Context: an optimization exercise on an open-source flow, tuned for small area. The choices shown serve that exercise and are no tape-out recipe.
The RTL was checked by simulation tests, not by an equivalence proof against the original design.
No activity file was given, so power comes from the tool's default toggle rates.

==> build 34 <==
// optommp_parser
module optommp_parser (
    input  wire        clk,
    input  wire        rst,
    input  wire        req_valid,
    input  wire        req_write,
    input  wire        req_space,
    input  wire        req_size,
    input  wire [7:0]  req_addr,
    input  wire [31:0] req_wdata,
    output reg         rsp_valid,
    output reg  [31:0] rsp_rdata,
    output reg         rsp_err,
    output wire        irq
);
export LEC_CHECK = 0
export CAP_MARGIN = 10
export CORE_MARGIN = 2
export CORE_UTILIZATION = 50
export PLACE_DENSITY = 0.6
export SLEW_MARGIN = 10
create_clock -name core_clock -period 12.0 [get_ports {clk}]
standard.sh (not shown) runs the stock make flow with config.mk's settings and CLKGATE_MAP_FILE= SYNTH_SCRIPT=/design/flow/synth_recipe.tcl, a recipe that flattens the netlist after the stock synthesis.
==> flow/flow/run.sh <==
#!/bin/bash
# Layout flow: the standard ORFS flow (standard.sh), except that
#  - synthesis keeps the small AND-OR selector modules (omp_aor*) apart and
#    maps them with a structure-preserving ABC script (flow/abc_aor.script),
#    and maps the rest of the logic with an area-oriented ABC script
#    (flow/abc.script); the design is flattened afterwards as usual.
#    Registers, their names and cell types are those of the standard
#    synthesis (ABC only maps combinational logic);
#  - the port buffers use a small buffer cell;
#  - clock tree synthesis uses small clock buffers in small clusters, without
#    dummy loads.
set -euo pipefail
W=$PWD

# ORFS synth.tcl with its ABC call replaced by the two calls above
sed 's#log_cmd abc {\*}$abc_args#log_cmd abc {*}[lreplace $abc_args 1 1 '"$W"'/flow/abc_aor.script] omp_aor16 omp_aor4\n  log_cmd abc {*}[lreplace $abc_args 1 1 '"$W"'/flow/abc.script] optommp_parser#' \
    "$FLOW_HOME/scripts/synth.tcl" > "$W/synth_area.tcl"
grep -q "flow/abc.script" "$W/synth_area.tcl"
grep -q "flow/abc_aor.script" "$W/synth_area.tcl"

# The standard flow's synthesis wrapper, sourcing the copy above
sed "s#source \$::env(SCRIPTS_DIR)/synth.tcl#source $W/synth_area.tcl#" synth_recipe.tcl > "$W/synth_recipe_area.tcl"
grep -q "synth_area.tcl" "$W/synth_recipe_area.tcl"

CTS="-sink_clustering_enable -repair_clock_nets -dont_use_dummy_load -buf_list sky130_fd_sc_hd__clkbuf_4 -sink_clustering_size 8 -sink_clustering_max_diameter 40"

# standard.sh with the synthesis wrapper above, the kept modules, the port buffer cell and the CTS arguments
sed -e "s#SYNTH_SCRIPT=[^ ]*#SYNTH_SCRIPT=$W/synth_recipe_area.tcl 'SYNTH_KEEP_MODULES=omp_aor16 omp_aor4' 'BUFFER_PORTS_ARGS=-buffer_cell sky130_fd_sc_hd__buf_1' 'CTS_ARGS=$CTS'#" \
    standard.sh > "$W/standard_area.sh"
grep -q "synth_recipe_area.tcl" "$W/standard_area.sh"

bash "$W/standard_area.sh" > "$W/flow_make.log" 2>&1
==> flow/flow/abc.script <==
strash
balance -l
resub -K 6 -l
rewrite -l
resub -K 6 -N 2 -l
refactor -l
resub -K 8 -l
balance -l
resub -K 8 -N 2 -l
rewrite -l
resub -K 10 -l
rewrite -z -l
resub -K 10 -N 2 -l
balance -l
resub -K 12 -l
refactor -z -l
resub -K 12 -N 2 -l
rewrite -z -l
balance -l
dch -f
amap -A 4 -F 4
topo
==> flow/flow/abc_aor.script <==
strash
amap
topo
==> build 56 (differences from build 34) <==
--- a/flow/design.v
+++ b/flow/design.v
@@ -13,12 +13,14 @@
     output wire        irq
 );
     localparam [3:0] E_BADCMD = 4'h1, E_BUSY = 4'h2, E_ORC_SHORT = 4'h3,
                      E_BUFLEN = 4'h4, E_VIEW = 4'h5;
     reg [511:0] bufm;                
     reg         busy, busy_d, done, err;
+    reg         ph;                  
+    reg         ml_inc;              
     reg [1:0]   last_op;
     reg [2:0]   errcode;
     reg         irq_en;
     reg [6:0]   buf_len;
     reg [31:0]  orc_off;
     reg         match_res;
@@ -106,39 +108,43 @@
         end
     endgenerate
     integer i;
     always @(posedge clk)
         for (i = 0; i < 64; i = i + 1)
             if (bwe_k[i]) bufm[8*i +: 8] <= wd_lane[i % 4];
-    wire eng_ml = busy && (last_op == 2'd2);    
-    wire [3:0] mq3 = ra[5:2];
-    wire [1:0] mr  = ra[1:0];
-    wire [3:0] mq1 = mq3 - 4'd2;
-    wire [3:0] mq  = mq3 - 4'd3;
-    wire [3:0] mq4 = mq3 + 4'd1;
+    wire eng_ml = busy && !ph && (last_op == 2'd2);    
+    wire [3:0] mq  = o6[5:2];
+    wire [1:0] mr  = o6[1:0];
+    wire [3:0] mq1 = mq + 4'd1;
+    wire [3:0] mq3 = mq + 4'd3;
+    wire [3:0] mq4 = mq + 4'd4;
     wire [1:0] mrm = mr - 2'd1;
     wire [1:0] mrp = mr + 2'd1;
     reg [3:0] wsel [0:3];
     reg [1:0] rot;
     integer j;
     always @(*) begin
         for (j = 0; j < 4; j = j + 1) begin
-            if (eng_ml)
+            if (vcap)
+                wsel[j] = view_mode ? (4'd4 + view_index[5:2]) : (4'd4 + view_index[3:0]);
+            else if (eng_ml)
                 case (j)
                     0: wsel[j] = (mr == 2'd1) ? mq1 : (mr == 2'd3) ? mq4 : mq3;
                     1: wsel[j] = (mr == 2'd2) ? mq1 : mq3;
                     2: wsel[j] = (mr == 2'd3) ? mq1 : mq3;
                     default: wsel[j] = (mr == 2'd0) ? mq : mq3;
                 endcase
             else
                 wsel[j] = ra[5:2];
         end
-        if (eng_ml)
+        if (vcap)
+            rot = view_mode ? view_index[1:0] : 2'd3;
+        else if (eng_ml)
             rot = mrp;
         else
-            rot = (rk == 2'd2) ? 2'd3 : ra[1:0];
+            rot = (rk == 2'd3) ? ra[1:0] : 2'd3;
     end
     wire [7:0] lane [0:3];
     genvar b, ww;
     generate
         for (k = 0; k < 4; k = k + 1) begin : g_lane
             wire [15:0] oh = 16'd1 << wsel[k];
@@ -176,13 +182,13 @@
             4'd0, 4'd1, 4'd5, 4'd6, 4'd7: ml_base = 5'd16;
             4'd2, 4'd4:                   ml_base = 5'd12;
             default:                      ml_base = 5'd8;
         endcase
     end
     wire        ml_ext = ((ml_t == 4'd1) || (ml_t == 4'd7)) && orc_14;
-    wire [12:0] ml_hi  = {1'b0, x1, x0[7:4]} + 13'd1;
+    wire [12:0] ml_hi  = msglen_res[16:4] + 13'd1;
     function [7:0] bb;
         input integer n;
         begin
             bb = bufm[8*n +: 8];
         end
     endfunction
@@ -209,12 +215,13 @@
     wire s_val0 = sel(6'd35) && recs;
     wire s_val1 = sel(6'd39) && recs;
     wire s_val2 = sel(6'd43) && recs;
     wire s_val3 = sel(6'd47) && recs && pv;
     wire s_val4 = sel(6'd51) && recs && pv;
     wire s_val5 = sel(6'd55) && recs && p5;
+    wire s_len5 = sel(6'd54) && recs && p5;
     wire s_val6 = sel(6'd59) && recs && s6;
     wire s_len6 = sel(6'd58) && recs && s6;
     wire g_orc  = sel(6'h04) && orc_v;
     wire g_qa   = (sel(6'h08) && hv && dst) || (s_val4 && dst);
     wire g_rc   = s_val4 && !dst;
     wire g_qb   = s_val5 && isq;
@@ -288,22 +295,21 @@
         | {24'd0, c};
     wire sw = (rk == 2'd2);
     wire sb = rk[1];
     always @(*) rsp_rdata = regv | ({32{sw}} & {rd_word[31:8], 8'd0}) | ({32{sb}} & {24'd0, x0});
     always @(posedge clk) begin
         busy_d <= busy;
-        ra     <= w_view ? {2'b00, 4'd4 + (vw_mode ? vw_idx[5:2] : vw_idx[3:0]), vw_mode ? vw_idx[1:0] : 2'd3} :
-                  w_cmd  ? {2'b00, o6[5:2] + 4'd3, o6[1:0]} : a;
+        ra     <= a;
         rk     <= (acc && !req_write) ? (req_space ? (req_size ? 2'd2 : 2'd3) : 2'd1) : 2'd0;
-        rsp_err <= req_valid && !admitted;
+        rsp_err <= !admitted;
     end
     always @(posedge clk) begin
         if (rst) begin
             rsp_valid <= 1'b0;
             vcap <= 1'b0;
-            busy <= 1'b0; done <= 1'b0; err <= 1'b0;
+            busy <= 1'b0; ph <= 1'b0; done <= 1'b0; err <= 1'b0;
             last_op <= 2'd0; errcode <= 3'd0;
             irq_en <= 1'b0;
             buf_len <= 7'd0;
             match_res <= 1'b0;
             orc_v <= 1'b0; vs_v <= 1'b0; vd_v <= 1'b0; ml_v <= 1'b0;
             blk_valid <= 1'b0;
@@ -315,14 +321,15 @@
                 err <= 1'b0;
                 errcode <= 3'd0;
             end else if (raise) begin
                 err <= 1'b1;
                 if (!err) errcode <= raise_code;
             end
-            busy <= start;
-            if (busy)
+            busy <= start || eng_ml;
+            ph   <= eng_ml;
+            if (busy && !eng_ml)
                 done <= 1'b1;
             else if (start || (w_status && req_wdata[1]))
                 done <= 1'b0;
             if (w_ctrl)
                 irq_en <= req_wdata[0];
             if (bwe)
@@ -330,19 +337,19 @@
             if (w_buflen && !busy && buflen_ok) begin
                 buf_len   <= req_wdata[6:0];
                 blk_valid <= 1'b0;
             end
             if (w_orc && !busy)
                 orc_v <= 1'b1;
-            if (vcap)
-                vd_v <= 1'b1;
             if (w_view && !busy) begin
                 vs_v <= 1'b1;
                 if (!view_hit)
                     vd_v <= 1'b0;
             end
+            if (vcap)
+                vd_v <= 1'b1;
             if (eng_ml && orc_ok)
                 ml_v <= 1'b1;
             if (start) begin
                 last_op <= op[1:0];
                 if (op == 4'd1)
                     match_res <= (buf_len >= 7'd4) && (bb(0) == 8'd0) && (bb(1) == 8'd0) &&
@@ -365,14 +372,17 @@
             view_mode  <= vw_mode;
             view_index <= vw_idx;
         end
         if (!rst && vcap)
             view_data <= view_mode ? {24'd0, x0} : rd_word;
         if (!rst && eng_ml && orc_ok) begin
-            msglen_res <= ml_ext ? {ml_hi, x0[3:0]} : {12'd0, ml_base};
+            msglen_res <= ml_ext ? {1'b0, x1, x0} : {12'd0, ml_base};
+            ml_inc <= ml_ext;
         end
+        if (!rst && busy && ph && orc_ok && ml_inc)
+            msglen_res[16:4] <= ml_hi;
     end
     always @(posedge clk) begin
         if (!rst && start && op == 4'd3) begin
             tc  <= d_t;
             dd  <= {bb(0), bb(1)};
             tl  <= bb(2) >> 2;
@@ -387,25 +397,15 @@
 endmodule
 module omp_aor16 (
     input  wire [15:0] d,
     input  wire [15:0] s,
     output wire        y
 );
-    wire [15:0] t = d & s;
-    wire y0 = ~(t[0] | t[1] | t[2]);
-    wire y1 = ~(t[3] | t[4] | t[5]);
-    wire y2 = ~(t[6] | t[7] | t[8]);
-    wire y3 = ~(t[9] | t[10] | t[11]);
-    wire y4 = ~(t[12] | t[13] | t[14]);
-    wire y5 = ~t[15];
-    assign y = ~(y0 & y1 & y2) | ~(y3 & y4 & y5);
+    assign y = |(d & s);
 endmodule
 module omp_aor4 (
     input  wire [3:0] d,
     input  wire [3:0] s,
     output wire       y
 );
-    wire [3:0] t = d & s;
-    wire y0 = ~(t[0] | t[1] | t[2]);
-    wire y1 = ~t[3];
-    assign y = ~(y0 & y1);
+    assign y = |(d & s);
 endmodule
==> flow/flow/run.sh (replaced) <==
#!/bin/bash
# Layout flow: the standard ORFS flow (standard.sh), except that
#  - synthesis maps the logic with an area-oriented ABC script (flow/abc.script);
#    registers, their names and cell types are those of the standard synthesis
#    (ABC only maps combinational logic);
#  - the port buffers use a small buffer cell;
#  - clock tree synthesis uses small clock buffers in small clusters, without
#    dummy loads.
set -euo pipefail
W=$PWD

# ORFS synth.tcl with its ABC call pointed at flow/abc.script
sed 's#log_cmd abc {\*}$abc_args#log_cmd abc {*}[lreplace $abc_args 1 1 '"$W"'/flow/abc.script]#' \
    "$FLOW_HOME/scripts/synth.tcl" > "$W/synth_area.tcl"
grep -q "flow/abc.script" "$W/synth_area.tcl"

# The standard flow's synthesis wrapper, sourcing the copy above
sed "s#source \$::env(SCRIPTS_DIR)/synth.tcl#source $W/synth_area.tcl#" synth_recipe.tcl > "$W/synth_recipe_area.tcl"
grep -q "synth_area.tcl" "$W/synth_recipe_area.tcl"

CTS="-sink_clustering_enable -repair_clock_nets -dont_use_dummy_load -buf_list sky130_fd_sc_hd__clkbuf_4 -sink_clustering_size 8 -sink_clustering_max_diameter 40"

# standard.sh with the synthesis wrapper above, the port buffer cell and the CTS arguments
sed -e "s#SYNTH_SCRIPT=[^ ]*#SYNTH_SCRIPT=$W/synth_recipe_area.tcl 'BUFFER_PORTS_ARGS=-buffer_cell sky130_fd_sc_hd__buf_2' 'CTS_ARGS=$CTS'#" \
    standard.sh > "$W/standard_area.sh"
grep -q "synth_recipe_area.tcl" "$W/standard_area.sh"

bash "$W/standard_area.sh" > "$W/flow_make.log" 2>&1
removed: flow/flow/abc_aor.script
==> comparison table <==
Result of the run: build 34 timing/DRC/antenna clean; build 56 timing/DRC/antenna clean
Fin cells: build 34 3181; build 56 3382
Synthesized flop and latch total: build 34 757; build 56 759
Die footprint: build 34 63240 µm²; build 56 64470 µm²
Routed length on met1: build 34 41050 µm; build 56 47430 µm
Die boundary width: build 34 251.5 µm; build 56 253.9 µm
Worst Setup Slack, final: build 34 2.201 ns; build 56 1.782 ns
GR met1 Demand/Resource: build 34 0.4652; build 56 0.5275
Net Sw Frac: build 34 0.2388; build 56 0.2409
Cell type of the slowest stage on the worst timing path: build 34 o22ai_1; build 56 o21ai_0
WL met3: build 34 12240 µm; build 56 14990 µm
Overall routing resource usage: build 34 0.3398; build 56 0.3707
Inverters, non-clock: build 34 196; build 56 195
Crit path max fanout: build 34 11; build 56 8
Total placed cells including tap cells: build 34 3060; build 56 3259
Largest net degree at the start of global routing: build 34 55; build 56 64
Layout overhead on the synthesized area: build 34 8.617%; build 56 10.36%
Overall power: build 34 4.470 mW; build 56 4.498 mW
Internal power: build 34 3.402 mW; build 56 3.415 mW
Minimum hold slack: build 34 0.4595 ns; build 56 0.4578 ns
GR Util met2: build 34 0.5148; build 56 0.5326
Core utilization of the finished layout: build 34 0.5501; build 56 0.5584
FF+latch count: build 34 757; build 56 759
Clock input transition at the sequential cells of the worst setup and hold paths: build 34 0.08 ns; build 56 0.09 ns
Nets@finish: build 34 2478; build 56 2618
Switching pwr: build 34 1.068 mW; build 56 1.083 mW
Initial Utilization: build 34 0.5064; build 56 0.5060

## re-timing with driven ports
No port has a modelled driver above. Below, the same layouts with a new extraction and two added sets of constraints.
Step 1 assumes that a clkbuf_16 drives the clock port and a buf_2 every other input.
Step 2 adds t to the input delays and takes it off the output delays; t is the mean of the earliest and latest rising clock arrival at the registers after step 1. Input paths then give back, and output paths get back, about the clock's delay inside the block.
Slacks: ideal ports / drivers / drivers and shift; pairs: ideal ports / drivers.
run | t (ns) | slack for setup (ns) | clock arrival spread, ns | worst slew at a driven data input, ns
build 34 | 0.966 | 2.200 / 2.146 / 3.112 | 0.125 / 0.126 | 0.07
build 56 | 0.951 | 1.782 / 1.724 / 2.675 | 0.138 / 0.138 | 0.04
After both steps every run listed still meets setup and hold.
